Source: an optimization exercise on an open RTL-to-GDS flow (aim: small area, a short achievable clock period and few clock cycles). Production flows keep margins and buffers that such runs may drop.
In this exercise RTL edits were held to simulation tests only and were not proved equivalent to the original.

$ cat flow/run.sh
#!/bin/bash
# synth_recipe.tcl (not shown) runs the flow's synth.tcl, then flattens the netlist and writes it again
# the make line also repeats each setting of config.mk as NAME=value (left out here)
make -C /OpenROAD-flow-scripts/flow DESIGN_CONFIG=/design/flow/config.mk WORK_HOME=/design/flow/orfs CLKGATE_MAP_FILE= SYNTH_SCRIPT=/design/flow/synth_recipe.tcl finish
$ cat flow/config.mk
export PLATFORM = sky130hd
export DESIGN_NAME = hmac_tag
export DESIGN_NICKNAME = hmac_tag
export VERILOG_FILES = /design/flow/design.v
export SDC_FILE = /design/flow/constraint.sdc
export NUM_CORES = 4
export LEC_CHECK = 0
export CAP_MARGIN = 20
export CORE_MARGIN = 2
export CORE_UTILIZATION = 40
export SLEW_MARGIN = 20
$ cat flow/constraint.sdc
create_clock -name core_clock -period 10.0 [get_ports {clk}]
set_input_delay 2.0000 -clock core_clock [delete_from_list [all_inputs] [get_ports {clk}]]
set_output_delay 2.0000 -clock core_clock [all_outputs]
set_load 0.01 [all_outputs]
$ cat flow/design.v
module hmac_tag (
    input  wire        clk,
    input  wire        rst,
    input  wire        start,
    input  wire [31:0] key,
    input  wire [15:0] msg_len,
    output wire        ready,
    input  wire        in_valid,
    input  wire [7:0]  in_data,
    output wire        in_ready,
    output reg         done,
    output reg  [31:0] tag
);
    localparam [1:0] S_IDLE   = 2'd0;
    localparam [1:0] S_LOAD   = 2'd1;
    localparam [1:0] S_ROUND  = 2'd2;
    localparam [1:0] S_UPDATE = 2'd3;
    localparam [255:0] IV = {32'h6a09e667, 32'hbb67ae85, 32'h3c6ef372, 32'ha54ff53a,
                             32'h510e527f, 32'h9b05688c, 32'h1f83d9ab, 32'h5be0cd19};
    reg [1:0]   state;
    reg         outer;       
    reg [31:0]  key_r;
    reg [16:0]  tot_len;     
    reg [17:0]  pad_len;     
    reg [17:0]  pos;         
    reg [5:0]   cnt;         
    reg [511:0] w;           
    reg [255:0] hs;          
    reg [255:0] inner_dig;   
    reg [31:0]  a, b, c, d, e, f, g, h;
    function [31:0] rotr(input [31:0] x, input integer n);
        rotr = (x >> n) | (x << (32 - n));
    endfunction
    function [31:0] bsig0(input [31:0] x);
        bsig0 = rotr(x, 2) ^ rotr(x, 13) ^ rotr(x, 22);
    endfunction
    function [31:0] bsig1(input [31:0] x);
        bsig1 = rotr(x, 6) ^ rotr(x, 11) ^ rotr(x, 25);
    endfunction
    function [31:0] ssig0(input [31:0] x);
        ssig0 = rotr(x, 7) ^ rotr(x, 18) ^ (x >> 3);
    endfunction
    function [31:0] ssig1(input [31:0] x);
        ssig1 = rotr(x, 17) ^ rotr(x, 19) ^ (x >> 10);
    endfunction
    localparam [2047:0] KTAB = {
        32'h428a2f98, 32'h71374491, 32'hb5c0fbcf, 32'he9b5dba5,
        32'h3956c25b, 32'h59f111f1, 32'h923f82a4, 32'hab1c5ed5,
        32'hd807aa98, 32'h12835b01, 32'h243185be, 32'h550c7dc3,
        32'h72be5d74, 32'h80deb1fe, 32'h9bdc06a7, 32'hc19bf174,
        32'he49b69c1, 32'hefbe4786, 32'h0fc19dc6, 32'h240ca1cc,
        32'h2de92c6f, 32'h4a7484aa, 32'h5cb0a9dc, 32'h76f988da,
        32'h983e5152, 32'ha831c66d, 32'hb00327c8, 32'hbf597fc7,
        32'hc6e00bf3, 32'hd5a79147, 32'h06ca6351, 32'h14292967,
        32'h27b70a85, 32'h2e1b2138, 32'h4d2c6dfc, 32'h53380d13,
        32'h650a7354, 32'h766a0abb, 32'h81c2c92e, 32'h92722c85,
        32'ha2bfe8a1, 32'ha81a664b, 32'hc24b8b70, 32'hc76c51a3,
        32'hd192e819, 32'hd6990624, 32'hf40e3585, 32'h106aa070,
        32'h19a4c116, 32'h1e376c08, 32'h2748774c, 32'h34b0bcb5,
        32'h391c0cb3, 32'h4ed8aa4a, 32'h5b9cca4f, 32'h682e6ff3,
        32'h748f82ee, 32'h78a5636f, 32'h84c87814, 32'h8cc70208,
        32'h90befffa, 32'ha4506ceb, 32'hbef9a3f7, 32'hc67178f2
    };
    function [511:0] key_block(input [31:0] k, input [7:0] pad);
        key_block = {k ^ {4{pad}}, {15{{4{pad}}}}};
    endfunction
    wire [17:0] len_pos  = pad_len - 18'd8;             
    wire [19:0] bit_len  = {tot_len, 3'b000};
    wire [63:0] len_field = {44'd0, bit_len};
    wire [2:0]  len_idx  = pos[2:0];                    
    wire [4:0]  dig_idx  = pos[4:0];                    
    wire        is_data  = (pos < {1'b0, tot_len});
    wire        from_in  = !outer && is_data;
    reg [7:0] gen_byte;
    always @* begin
        if (is_data)
            gen_byte = inner_dig[255 - 8*dig_idx -: 8];
        else if (pos == {1'b0, tot_len})
            gen_byte = 8'h80;
        else if (pos >= len_pos)
            gen_byte = len_field[63 - 8*len_idx -: 8];
        else
            gen_byte = 8'h00;
    end
    wire [7:0] load_byte = from_in ? in_data : gen_byte;
    wire       load_go   = (state == S_LOAD) && (!from_in || in_valid);
    assign ready    = (state == S_IDLE);
    assign in_ready = (state == S_LOAD) && from_in;
    wire [31:0] k_t   = KTAB[2047 - 32*cnt -: 32];
    wire [31:0] w_t   = w[511:480];
    wire [31:0] w_new = ssig1(w[63:32]) + w[223:192] + ssig0(w[479:448]) + w[511:480];
    wire [31:0] ch    = (e & f) ^ (~e & g);
    wire [31:0] maj   = (a & b) ^ (a & c) ^ (b & c);
    wire [31:0] t1    = h + bsig1(e) + ch + k_t + w_t;
    wire [31:0] t2    = bsig0(a) + maj;
    wire [255:0] hs_next = {hs[255:224] + a, hs[223:192] + b, hs[191:160] + c, hs[159:128] + d,
                            hs[127:96]  + e, hs[95:64]    + f, hs[63:32]    + g, hs[31:0]     + h};
    wire        last_block = (pos == pad_len);
    always @(posedge clk) begin
        if (rst) begin
            state <= S_IDLE;
            done  <= 1'b0;
        end else begin
            done <= 1'b0;
            case (state)
                S_IDLE: begin
                    if (start) begin
                        key_r   <= key;
                        outer   <= 1'b0;
                        tot_len <= 17'd64 + {1'b0, msg_len};
                        pad_len <= (((18'd72 + {2'b0, msg_len}) >> 6) + 18'd1) << 6;
                        pos     <= 18'd64;
                        hs      <= IV;
                        {a, b, c, d, e, f, g, h} <= IV;
                        w       <= key_block(key, 8'h36);
                        cnt     <= 6'd0;
                        state   <= S_ROUND;
                    end
                end
                S_LOAD: begin
                    if (load_go) begin
                        w   <= {w[503:0], load_byte};
                        pos <= pos + 18'd1;
                        cnt <= cnt + 6'd1;
                        if (cnt == 6'd63) begin
                            {a, b, c, d, e, f, g, h} <= hs;
                            state <= S_ROUND;
                        end
                    end
                end
                S_ROUND: begin
                    h <= g;
                    g <= f;
                    f <= e;
                    e <= d + t1;
                    d <= c;
                    c <= b;
                    b <= a;
                    a <= t1 + t2;
                    w <= {w[479:0], w_new};
                    cnt <= cnt + 6'd1;
                    if (cnt == 6'd63)
                        state <= S_UPDATE;
                end
                S_UPDATE: begin
                    cnt <= 6'd0;
                    if (!last_block) begin
                        hs    <= hs_next;
                        state <= S_LOAD;
                    end else if (!outer) begin
                        inner_dig <= hs_next;
                        outer     <= 1'b1;
                        tot_len   <= 17'd96;
                        pad_len   <= 18'd128;
                        pos       <= 18'd64;
                        hs        <= IV;
                        {a, b, c, d, e, f, g, h} <= IV;
                        w         <= key_block(key_r, 8'h5c);
                        state     <= S_ROUND;
                    end else begin
                        tag   <= hs_next[255:224];
                        done  <= 1'b1;
                        state <= S_IDLE;
                    end
                end
            endcase
        end
    end
endmodule
==> results.toml <==
[yosys]
synth_fa_ha_area_share_pct = 10.7
yosys_register_bits = 1401
netlist_instances = 7728
synthXorXnorAreaFrac_pct = 6.53
largest_family_of_logic_cells_by_synthesized_area = "compound AO/OA/AOI/OAI gates"
synthDominantCellAreaShare_pct = 48.2
yosys_warnings = 1
syn_std_cell_area_um2 = 87100
synth_top_flop_cell = "edfxtp_1"
cell_with_the_most_instances_after_synthesis = "edfxtp_1"
postSynthNetCount = 8412
yosys-top-cells-area = "edfxtp_1, ha_1, fa_1"
synthesis.area_per_instance_um2 = 11.3
post_synth_num_cell_types = 92
top_post_synthesis_cells_by_count = "edfxtp_1, nor2_1, clkbuf_1, inv_1, ha_1"
ys_seq_area_share_pct = 48.3
compound_gate_portion_of_the_synthesized_area_pct = 17.9
synth_mux_area_share_pct = 2.95
synth_simple_gate_area_share_pct = 9.16
synth_enable_flop_cells = 1398
synthDominantAreaCellType = "edfxtp_1"
ys_async_sr_fraction_pct = 0

[timing]
final_sum_of_negative_setup_slack_ns = 0
timing.final.setup_violations = 0
final-hold-violation-count = 0
period_minus_slack_ns = 9.61
maxClockFrequency_ghz = 0.104
maxSlewHeadroom_pct = 13.5
timing_max_transition_violations_final = 0
final_period_util_pct = 96.1
fin_worst_skew_ns = 0.0582
tightest_slew_ns = 1.30

[worst_setup_path]
worst-endpoint-arrival_ns = 10.17
cp.required_ns = 10.57
worstSetupEndpointType = "register"
crit_fanout = 15
timing.setup.critical_path_class = "register to register"
slowest_delay_ns = 0.54
timing.critical_path.from_type = "register"
critical-path-slowest-cell = "a31oi_1"

[placement]
place_area_um2 = 91600
routabilityCongestion = 0.985
portbufs = 94
dp.final_hpwl_mm = 228

[job]
max_cap_viol_count = 0

[cts]
cts.sinks = 1401
cts_buffers = 160
cts_hold_buffers = 0
clock_tree.htree_level_count = 4
clock_latency_of_the_later_clocked_register_in_the_worst_skew_pair_ns = 0.85
cts_tree = "done"
clockBufferDepth = 3
clock_tree_root_driver_cell = "clkbuf_16"
cts.reportedPaths.clkPinSlew_ns = 0.07

[floorplan]
fp.coreArea_um2 = 217000
initial_utilization_pct = 40.2
floorplan.io_pins = 95
die_height_um = 471
die_width_um = 471
die-area_um2 = 221000
placement_rows = 171

[drt]
wl_per_cell_um = 29.5
drcViolationCount = 0
detail_route.wirelength_mm = 314
routed-via-count = 65500
drt_first_pass_iters = 8
viasPerCell = 6.16
route.antenna.remaining_nets = 0
first_iter_violations = 8686

[global_routing]
grt_start_max_net_pins = 241
globalRouteOverflowTotal = 0
gr-usage-all-layers_pct = 27.6
number_of_antenna_violations_at_the_first_check_in_global_routing = 7
grt_first_pass_wirelength_mm = 450
vias_in_the_first_global_route = 62700

[outcome]
status = "complete, no violations"

[layout]
final_layout_size_suffix_gt1_share_pct = 8.32
final_net_count = 8336
synthToLayoutAreaGrowth_pct = 11.5
final_area_um2 = 97100
fillCellCount = 20000

[min_path]
min_path_type = "register to register"
[critical path: cells and delay by family (launching register included)]
kind,cells,cell delay [ns]
compound gates,18,3.59
flops,1,0.47
fa+ha+maj,8,2.96
simple gates,2,0.22
buf+inv,9,1.24
xor+xnor,3,0.86
[sequential cells by signal (all words and copies together) (netlist names)]
| register | cells |
|---|---|
| e | 32 |
| done | 1 |
| outer | 1 |
| g | 32 |
| pad_len | 12 |
| h | 32 |
| a | 32 |
| hs | 256 |
| f | 32 |
| inner_dig | 256 |
| w | 512 |
| tag | 32 |
| tot_len | 17 |
| d | 32 |
| b | 32 |
| cnt | 6 |
| c | 32 |
| pos | 18 |
| state | 2 |
| key_r | 32 |
[cell families after synthesis]
kind of cell,after synthesis
adder cells (fa/ha/maj),628
AO/OA/AOI/OAI,2159
AND/OR/NAND/NOR,1696
XOR/XNOR,649
flip-flops,1401
buffers and inverters,1032
multiplexers,162
other,1
[final timing paths]
check / startpoint / to / slack (ns) / cells past startpoint
min: w[306] / w[338] / 0.55 / 1
max: cnt[0] / a[31] / 0.39 / 40
max reg2reg: cnt[0] / a[31] / 0.39 / 40
min reg2reg: w[306] / w[338] / 0.55 / 1
[layout by cell type (no fill, tap or decap), drive strengths merged, types with 156 or more instances in the layout]
cell type	count
a221o	330
o21ai	361
ha	429
inv	490
nor2	698
nand2	305
a21oi	403
fa	195
xor2	230
xnor2	419
clkbuf	186
a21o	191
nand2b	156
edfxtp	1398
a22oi	233
buf	216
[stage by stage]
stage	hold slack [ns]	util, %	setup WS, ns	std cells
final	0.554	44.8	0.394	10600
after global routing	0.586	44.8	-0.0721	10600
after floorplan	0.504	-	-2.75	7728
after detailed placement	0.558	42.3	0.211	10300
after CTS	0.545	44.8	0.174	10600
after global placement	0.549	42.2	0.228	10300
[what timing repair did]
action,CTS,global route
setup buffers,0,0
gates resized for setup,0,13
hold endpoints to repair,0,0
endpoints found under the setup margin,0,13
[routing by layer]
metal	part of all wire [%]	vias to the layer above	GRT usage [%]	wire (um)
met1	42	33100	38.2	130000
met3	7.9	580	4.12	25000
met4	5.4	2	12.7	16800
met2	45	3069	42.8	142000
met5	0.0045	-	0	14
li1	-	28800	-	-
[final cells by class]
class | count | area [um^2] | area share, %
sequential | 1401 | 42000 | 43.3
multi-input combinational | 5295 | 41400 | 42.7
antenna | 5 | 12.5 | 0.0129
inverter | 484 | 1840 | 1.89
clock inverter | 110 | 1280 | 1.31
tap | 2854 | 3570 | 3.68
timing repair buffer | 310 | 2790 | 2.87
clock buffer | 186 | 4100 | 4.23
Testbench counts, summed over its fixed seeds: cycles 146,289.

separate check: timing with driven ports:
The results above use ideal ports. As a check the final layout listed here was re-extracted and re-timed, cells and wires unchanged. Step 1, drivers: a clkbuf_16 drives clk and a buf_2 each remaining input, both assumed. Step 2 also shifts input and output timing later by t, the mid clock arrival at the registers, as if the neighbouring blocks saw the same clock. Slacks: ideal / step 1 / step 2; pairs: ideal / step 1.
shift t [ns]: 0.914
setup WS [ns]: 0.394 / 0.394 / 0.394
hold slack, ns: 0.554 / 0.554 / 0.554
latest minus earliest clock arrival (ns): 0.060 / 0.060
After both steps setup and hold are still met in this run. For this run, drivers alone change the setup slack by 0.000 ns; drivers and shift together by 0.000 ns.
